This design comes from an exercise in tuning for small area on the open sky130 flow, not from production work. RTL that was checked went through simulation tests only; none was proved equivalent to the original. No activity file was given, so power comes from the tool's default toggle rates.

==> xenon <==
==> flow/design.v <==
module ts4231_ctrl (
    input  wire        clk,
    input  wire        rst,
    input  wire        tick_us,
    input  wire        tick_ms,
    input  wire        cmd_valid,
    input  wire [18:0] cmd,
    input  wire        e_in,
    input  wire        d_in,
    output reg         e_oe,
    output reg         e_out,
    output reg         d_oe,
    output reg         d_out,
    output wire        busy,
    output wire        res_valid,
    output wire        res_ok,
    output wire [2:0]  res_status,
    output wire [2:0]  res_bus,
    output wire [15:0] res_data,
    output reg         configured
);
    localparam [5:0]
        S_IDLE0 = 6'd0,  S_IOK = 6'd1,  S_FIN  = 6'd2, S_IBUS = 6'd48, S_IVER = 6'd49, S_IFAIL = 6'd50,
        S_VS0   = 6'd3,  S_VD0   = 6'd4,  S_GAPV = 6'd5,  S_GAPR = 6'd6,
        S_H0 = 6'd7,  S_H1 = 6'd8,  S_H2 = 6'd9,  S_H3 = 6'd10,
        S_H4 = 6'd11, S_H5 = 6'd12, S_H6 = 6'd13,
        S_F0 = 6'd14, S_F1 = 6'd15, S_F2 = 6'd16, S_F3 = 6'd17,
        S_WA = 6'd18, S_WB = 6'd19, S_WC = 6'd20,
        S_R4 = 6'd21, S_R5 = 6'd22, S_R6 = 6'd23, S_R7 = 6'd24,
        S_RA = 6'd25, S_RS = 6'd26, S_RB = 6'd27,
        S_T0 = 6'd28, S_T1 = 6'd29, S_T2 = 6'd30, S_T3 = 6'd31,
        S_K0 = 6'd32, S_C0 = 6'd33, S_C1 = 6'd34,
        S_K2 = 6'd35, S_K3 = 6'd36, S_K4 = 6'd37, S_K5 = 6'd38,
        S_REC = 6'd39, S_P0 = 6'd40, S_PZ = 6'd41,
        S_P1 = 6'd42, S_P2 = 6'd43,
        S_VS1 = 6'd44, S_VD1 = 6'd45, S_VS2 = 6'd46, S_VD2 = 6'd47;
    reg [5:0]  state, nstate;
    reg [15:0] sr;           
    reg [8:0]  dc;           
    reg [1:0]  va, vb;       
    reg [1:0]  op;           
    reg        fl;           
    reg        mis;          
    wire idle = (state == S_IDLE0) || (state == S_IOK) || (state == S_IBUS) ||
                (state == S_IVER) || (state == S_IFAIL);
    wire acc  = idle && cmd_valid && (cmd[18:16] != 3'd7);
    assign busy       = !idle;
    assign res_valid  = idle && (state != S_IDLE0);
    assign res_ok     = (state == S_IOK);
    assign res_status = {state == S_IOK, (state == S_IVER) || (state == S_IFAIL),
                         (state == S_IBUS) || (state == S_IFAIL)};
    wire   veq        = (va == vb);
    assign res_bus    = veq ? {1'b0, va} : 3'd4;
    assign res_data   = {2'b00, sr[13:0]};
    wire d1done = tick_us && dc[0];
    wire vdone  = tick_us && dc[8] && dc[7] && dc[6] && dc[5] && dc[4] && dc[2] && dc[0];
    wire rdone  = tick_us && dc[6] && dc[5] && dc[2];
    wire wlast  = dc[6] && dc[4] && dc[3] && dc[2];
    wire rlast  = dc[6] && dc[2];
    wire v_idle   = veq && (va == 2'd0);
    wire v_sleep  = veq && (va == 2'd1);
    wire v_watch  = veq && (va == 2'd2);
    wire v_config = veq && (va == 2'd3);
    reg dcnt;
    always @(*) begin
        case (state)
            S_H0, S_H1, S_H2, S_H3, S_H4, S_H5, S_F1, S_F2, S_F3, S_WA, S_WB, S_WC,
            S_R4, S_R5, S_R6, S_R7, S_RA, S_RS, S_RB, S_T0, S_T1, S_T2, S_P0, S_PZ,
            S_VD0, S_VD1, S_VD2, S_REC: dcnt = 1'b1;
            default: dcnt = 1'b0;
        endcase
    end
    wire dclr = !dcnt;
    always @(*) begin
        {e_oe, e_out, d_oe, d_out} = 4'b0000;
        case (state)
            S_H0, S_H2, S_R7, S_RB, S_K4, S_P0: {e_oe, e_out, d_oe, d_out} = 4'b1000;
            S_H1, S_H3, S_F0, S_R6, S_RA, S_RS, S_C0, S_K5:
                                                {e_oe, e_out, d_oe, d_out} = 4'b1100;
            S_H4, S_F2, S_T1:                   {e_oe, e_out, d_oe, d_out} = 4'b1110;
            S_H5, S_F1, S_R5, S_T2, S_C1:       {e_oe, e_out, d_oe, d_out} = 4'b1111;
            S_H6, S_T3, S_K0:                   {e_oe, e_out, d_oe, d_out} = 4'b0011;
            S_F3, S_T0, S_K3:                   {e_oe, e_out, d_oe, d_out} = 4'b1010;
            S_R4, S_K2:                         {e_oe, e_out, d_oe, d_out} = 4'b1011;
            S_WA, S_WC:                         {e_oe, e_out, d_oe, d_out} = {3'b101, sr[14]};
            S_WB:                               {e_oe, e_out, d_oe, d_out} = {3'b111, sr[14]};
            default: ;
        endcase
    end
    always @(*) begin
        nstate = state;
        case (state)
            S_IDLE0, S_IOK, S_IBUS, S_IVER, S_IFAIL:
                if (acc) case (cmd[18:16])
                    3'd0, 3'd1: nstate = S_VS0;
                    3'd2, 3'd3: nstate = S_F0;
                    3'd4:       nstate = S_H0;
                    default:    nstate = configured ? S_VS0 : S_FIN;
                endcase
            S_FIN:  nstate = S_IFAIL;
            S_VS0:  nstate = S_VD0;
            S_VD0:  if (vdone) nstate = S_VS1;
            S_VS1:  nstate = S_VD1;
            S_VD1:  if (vdone) nstate = S_VS2;
            S_VS2:  nstate = S_VD2;
            S_VD2:  if (vdone) case (op)
                        2'd0: nstate = S_IOK;
                        2'd1: nstate = v_idle ? S_P1 : S_IOK;
                        2'd2: if (!configured) nstate = v_config ? S_F0 : S_IBUS;
                              else if (!fl && v_sleep) nstate = S_K0;
                              else if (!fl && v_config) nstate = S_C0;
                              else nstate = v_watch ? S_IOK : S_IFAIL;
                        default: nstate = v_sleep ? S_IOK : (!fl && v_watch) ? S_P0 : S_IFAIL;
                    endcase
            S_GAPV: nstate = S_VS0;
            S_GAPR: nstate = S_F0;
            S_H0:   if (d1done) nstate = S_H1;
            S_H1:   if (d1done) nstate = S_H2;
            S_H2:   if (d1done) nstate = S_H3;
            S_H3:   if (d1done) nstate = S_H4;
            S_H4:   if (d1done) nstate = S_H5;
            S_H5:   if (d1done) nstate = S_H6;
            S_H6:   nstate = S_GAPV;
            S_F0:   nstate = S_F1;
            S_F1:   if (d1done) nstate = S_F2;
            S_F2:   if (d1done) nstate = S_F3;
            S_F3:   if (d1done) nstate = fl ? S_R4 : S_WA;
            S_WA:   if (d1done) nstate = S_WB;
            S_WB:   if (d1done) nstate = S_WC;
            S_WC:   if (d1done) nstate = wlast ? S_T0 : S_WA;
            S_R4:   if (d1done) nstate = S_R5;
            S_R5:   if (d1done) nstate = S_R6;
            S_R6:   if (d1done) nstate = S_R7;
            S_R7:   if (d1done) nstate = S_RA;
            S_RA:   if (d1done) nstate = S_RS;
            S_RS:   nstate = S_RB;
            S_RB:   if (d1done) nstate = rlast ? S_T0 : S_RA;
            S_T0:   if (d1done) nstate = S_T1;
            S_T1:   if (d1done) nstate = S_T2;
            S_T2:   if (d1done) nstate = S_T3;
            S_T3:   nstate = (op != 2'd2) ? S_IOK : (!fl ? S_GAPR : (mis ? S_IVER : S_GAPV));
            S_K0:   nstate = S_K2;
            S_C0:   nstate = S_C1;
            S_C1:   nstate = S_K2;
            S_K2:   nstate = S_K3;
            S_K3:   nstate = S_K4;
            S_K4:   nstate = S_K5;
            S_K5:   nstate = S_REC;
            S_REC:  if (rdone) nstate = S_GAPV;
            S_P0:   if (d1done) nstate = S_PZ;
            S_PZ:   if (d1done) nstate = S_GAPV;
            S_P1:   if (d_in) nstate = S_P2; else if (mis) nstate = S_IFAIL;
            S_P2:   if (!d_in) nstate = S_IOK; else if (mis) nstate = S_IFAIL;
            default: nstate = S_IDLE0;
        endcase
    end
    always @(posedge clk) begin
        state <= rst ? S_IDLE0 : nstate;
        dc    <= dclr ? 9'd0 : dc + {8'd0, tick_us};
        if (rst) configured <= 1'b0;
        else if (acc && cmd[18:16] == 3'd4)
            configured <= 1'b0;
        else if (state == S_T3 && op == 2'd2 && fl && !mis)
            configured <= 1'b1;
        if (idle) begin
            mis <= cmd[15] | cmd[14];
            fl  <= (cmd[18:16] == 3'd3);
            op  <= {cmd[18], (cmd[18:16] == 3'd1) || (cmd[18:16] == 3'd6)};
        end
        if (acc) sr <= cmd[15:0];
        case (state)
            S_VS0, S_VS1: begin va <= vb; vb <= {e_in, d_in}; end
            S_VS2: if (!veq) begin
                    if ({e_in, d_in} == va) vb <= va;
                    else                    va <= {e_in, d_in};
                end
            S_VD2: if (vdone) begin
                if (!op[1])    mis <= 1'b0;
                if (configured) fl <= 1'b1;
            end
            S_WC: if (d1done) sr <= {sr[14:0], sr[14]};
            S_RS: begin
                sr  <= {sr[14:0], d_in};
                mis <= mis | (d_in ^ sr[13]);
            end
            S_T3: fl <= !fl;
            S_P1, S_P2: begin
                if (tick_ms) begin
                    if (sr == 16'd0) mis <= 1'b1;
                    else             sr  <= sr - 16'd1;
                end
            end
            default: ;
        endcase
    end
endmodule
==> flow/flow/run.sh <==
#!/bin/bash
set -euo pipefail
export BUFFER_PORTS_ARGS="-buffer_cell sky130_fd_sc_hd__buf_1"
export GPL_KEEP_OVERFLOW=0
export CTS_ARGS="-sink_clustering_enable -repair_clock_nets -dont_use_dummy_load -buf_list sky130_fd_sc_hd__clkbuf_8 -root_buf sky130_fd_sc_hd__clkbuf_8"
bash standard.sh > orfs_make.log 2>&1
==> flow/standard.sh <==
#!/bin/bash
# synth_recipe.tcl (not shown) runs the flow's synth.tcl, then flattens the netlist and writes it again
# the make line also repeats each setting of config.mk as NAME=value (left out here)
make -C /OpenROAD-flow-scripts/flow DESIGN_CONFIG=/design/flow/config.mk WORK_HOME=/design/flow/orfs CLKGATE_MAP_FILE= SYNTH_SCRIPT=/design/flow/synth_recipe.tcl "${@:-finish}"
==> flow/config.mk <==
export PLATFORM = sky130hd
export DESIGN_NAME = ts4231_ctrl
export DESIGN_NICKNAME = ts4231_ctrl
export VERILOG_FILES = /design/flow/design.v
export SDC_FILE = /design/flow/constraint.sdc
export NUM_CORES = 4
export LEC_CHECK = 0
export CAP_MARGIN = 5
export CORE_MARGIN = 2
export CORE_UTILIZATION = 65
export SLEW_MARGIN = 5
==> flow/constraint.sdc <==
create_clock -name core_clock -period 10.0 [get_ports {clk}]
set_input_delay 2.0000 -clock core_clock [delete_from_list [all_inputs] [get_ports {clk}]]
set_output_delay 2.0000 -clock core_clock [all_outputs]
set_load 0.01 [all_outputs]
==> nickel (differences from xenon) <==
--- a/flow/design.v
+++ b/flow/design.v
@@ -55,6 +55,5 @@
     wire d1done = tick_us && dc[0];
-    wire vdone  = tick_us && dc[8] && dc[7] && dc[6] && dc[5] && dc[4] && dc[2] && dc[0];
+    wire vdone  = tick_us && dc[8] && dc[7] && dc[6] && dc[5] && dc[4] && dc[2];
     wire rdone  = tick_us && dc[6] && dc[5] && dc[2];
-    wire wlast  = dc[6] && dc[4] && dc[3] && dc[2];
-    wire rlast  = dc[6] && dc[2];
+    wire lpend  = ({va, vb} == 4'd0);
     wire v_idle   = veq && (va == 2'd0);
@@ -63,3 +62,3 @@
     wire v_config = veq && (va == 2'd3);
-    reg dcnt;
+    reg isd1;
     always @(*) begin
@@ -67,8 +66,8 @@
             S_H0, S_H1, S_H2, S_H3, S_H4, S_H5, S_F1, S_F2, S_F3, S_WA, S_WB, S_WC,
-            S_R4, S_R5, S_R6, S_R7, S_RA, S_RS, S_RB, S_T0, S_T1, S_T2, S_P0, S_PZ,
-            S_VD0, S_VD1, S_VD2, S_REC: dcnt = 1'b1;
-            default: dcnt = 1'b0;
-        endcase
-    end
-    wire dclr = !dcnt;
+            S_R4, S_R5, S_R6, S_R7, S_RA, S_RB, S_T0, S_T1, S_T2, S_P0, S_PZ: isd1 = 1'b1;
+            default: isd1 = 1'b0;
+        endcase
+    end
+    wire isvd = (state == S_VD0) || (state == S_VD1) || (state == S_VD2);
+    wire dclr = isvd ? vdone : (state == S_REC) ? rdone : (!isd1 || d1done);
     always @(*) begin
@@ -129,3 +128,3 @@
             S_WB:   if (d1done) nstate = S_WC;
-            S_WC:   if (d1done) nstate = wlast ? S_T0 : S_WA;
+            S_WC:   if (d1done) nstate = lpend ? S_T0 : S_WA;
             S_R4:   if (d1done) nstate = S_R5;
@@ -136,3 +135,3 @@
             S_RS:   nstate = S_RB;
-            S_RB:   if (d1done) nstate = rlast ? S_T0 : S_RA;
+            S_RB:   if (d1done) nstate = lpend ? S_T0 : S_RA;
             S_T0:   if (d1done) nstate = S_T1;
@@ -180,3 +179,7 @@
             end
-            S_WC: if (d1done) sr <= {sr[14:0], sr[14]};
+            S_F3: if (d1done) {va, vb} <= fl ? 4'd13 : 4'd14;
+            S_WC: if (d1done) begin
+                {va, vb} <= {va, vb} - 4'd1;
+                sr <= {sr[14:0], sr[14]};
+            end
             S_RS: begin
@@ -185,2 +188,3 @@
             end
+            S_RB: if (d1done) {va, vb} <= {va, vb} - 4'd1;
             S_T3: fl <= !fl;
==> flow/flow/run.sh (replaced) <==
#!/bin/bash
set -euo pipefail
export BUFFER_PORTS_ARGS="-buffer_cell sky130_fd_sc_hd__buf_1"
export CTS_ARGS="-sink_clustering_enable -repair_clock_nets -dont_use_dummy_load"
bash standard.sh > orfs_make.log 2>&1
CAP_MARGIN = 20   (was 5)
CORE_UTILIZATION = 40   (was 65)
SLEW_MARGIN = 20   (was 5)
==> indigo (differences from xenon) <==
--- a/flow/design.v
+++ b/flow/design.v
@@ -55,6 +55,5 @@
     wire d1done = tick_us && dc[0];
-    wire vdone  = tick_us && dc[8] && dc[7] && dc[6] && dc[5] && dc[4] && dc[2] && dc[0];
+    wire vdone  = tick_us && dc[8] && dc[7] && dc[6] && dc[5] && dc[4] && dc[2];
     wire rdone  = tick_us && dc[6] && dc[5] && dc[2];
-    wire wlast  = dc[6] && dc[4] && dc[3] && dc[2];
-    wire rlast  = dc[6] && dc[2];
+    wire lpend  = ({va, vb} == 4'd0);
     wire v_idle   = veq && (va == 2'd0);
@@ -63,3 +62,3 @@
     wire v_config = veq && (va == 2'd3);
-    reg dcnt;
+    reg isd1;
     always @(*) begin
@@ -67,8 +66,8 @@
             S_H0, S_H1, S_H2, S_H3, S_H4, S_H5, S_F1, S_F2, S_F3, S_WA, S_WB, S_WC,
-            S_R4, S_R5, S_R6, S_R7, S_RA, S_RS, S_RB, S_T0, S_T1, S_T2, S_P0, S_PZ,
-            S_VD0, S_VD1, S_VD2, S_REC: dcnt = 1'b1;
-            default: dcnt = 1'b0;
-        endcase
-    end
-    wire dclr = !dcnt;
+            S_R4, S_R5, S_R6, S_R7, S_RA, S_RB, S_T0, S_T1, S_T2, S_P0, S_PZ: isd1 = 1'b1;
+            default: isd1 = 1'b0;
+        endcase
+    end
+    wire isvd = (state == S_VD0) || (state == S_VD1) || (state == S_VD2);
+    wire dclr = isvd ? vdone : (state == S_REC) ? rdone : (!isd1 || d1done);
     always @(*) begin
@@ -129,3 +128,3 @@
             S_WB:   if (d1done) nstate = S_WC;
-            S_WC:   if (d1done) nstate = wlast ? S_T0 : S_WA;
+            S_WC:   if (d1done) nstate = lpend ? S_T0 : S_WA;
             S_R4:   if (d1done) nstate = S_R5;
@@ -136,3 +135,3 @@
             S_RS:   nstate = S_RB;
-            S_RB:   if (d1done) nstate = rlast ? S_T0 : S_RA;
+            S_RB:   if (d1done) nstate = lpend ? S_T0 : S_RA;
             S_T0:   if (d1done) nstate = S_T1;
@@ -180,3 +179,7 @@
             end
-            S_WC: if (d1done) sr <= {sr[14:0], sr[14]};
+            S_F3: if (d1done) {va, vb} <= fl ? 4'd13 : 4'd14;
+            S_WC: if (d1done) begin
+                {va, vb} <= {va, vb} - 4'd1;
+                sr <= {sr[14:0], sr[14]};
+            end
             S_RS: begin
@@ -185,2 +188,3 @@
             end
+            S_RB: if (d1done) {va, vb} <= {va, vb} - 4'd1;
             S_T3: fl <= !fl;
==> flow/run.sh (new file) <==
#!/bin/bash
# synth_recipe.tcl (not shown) runs the flow's synth.tcl, then flattens the netlist and writes it again
# the make line also repeats each setting of config.mk as NAME=value (left out here)
make -C /OpenROAD-flow-scripts/flow DESIGN_CONFIG=/design/flow/config.mk WORK_HOME=/design/flow/orfs CLKGATE_MAP_FILE= SYNTH_SCRIPT=/design/flow/synth_recipe.tcl finish
CAP_MARGIN = 20   (was 5)
CORE_UTILIZATION = 40   (was 65)
SLEW_MARGIN = 20   (was 5)
removed: flow/flow/run.sh
removed: flow/standard.sh
==> summary of the runs <==
indigo produced a clean layout. nickel produced a clean layout. xenon went through all stages and came out clean.
Worst hold slack, lowest first: nickel, indigo, xenon.
Sequential power: nickel is lower than indigo (about 2%).
The lowest sequential share of layout area belongs to indigo, the highest to xenon.
Maximum frequency: xenon < indigo < nickel.
Against xenon, the synthesized cell count of indigo is larger by 3.1%.
Cell count, highest first: indigo, nickel, xenon.
Critical path depth, lowest first: xenon, indigo, nickel.
In nickel the area after synthesis is smaller than in xenon, by about 1.2%.
Non-clock buffer count: xenon is lower than indigo (6).
The RTL of xenon was laid out without a check of its function.

## port drivers added, routing unchanged
The results above use ideal ports. As a check the final layouts listed here were re-extracted and re-timed, cells and wires unchanged. Step 1, drivers: a clkbuf_16 drives clk and a buf_2 each remaining input, both assumed. Step 2, shift: input delay + t, output delay - t, t = (earliest + latest rising clock arrival at the registers) / 2. This alone moves slack from input paths to output paths. Slacks: ideal / step 1 / step 2; pairs: ideal / step 1.
run | t, ns | setup slack, ns | worst register clock-pin slew, ns
xenon | 0.323 | 4.918 / 4.884 / 5.122 | 0.09 / 0.09
nickel | 0.320 | 5.661 / 5.628 / 5.398 | 0.09 / 0.09
indigo | 0.326 | 5.168 / 5.134 / 5.120 | 0.10 / 0.10
After both steps every run listed still meets setup and hold. The setup slack of nickel, which loses most, moves by -0.033 ns with the drivers and by -0.263 ns with both steps.
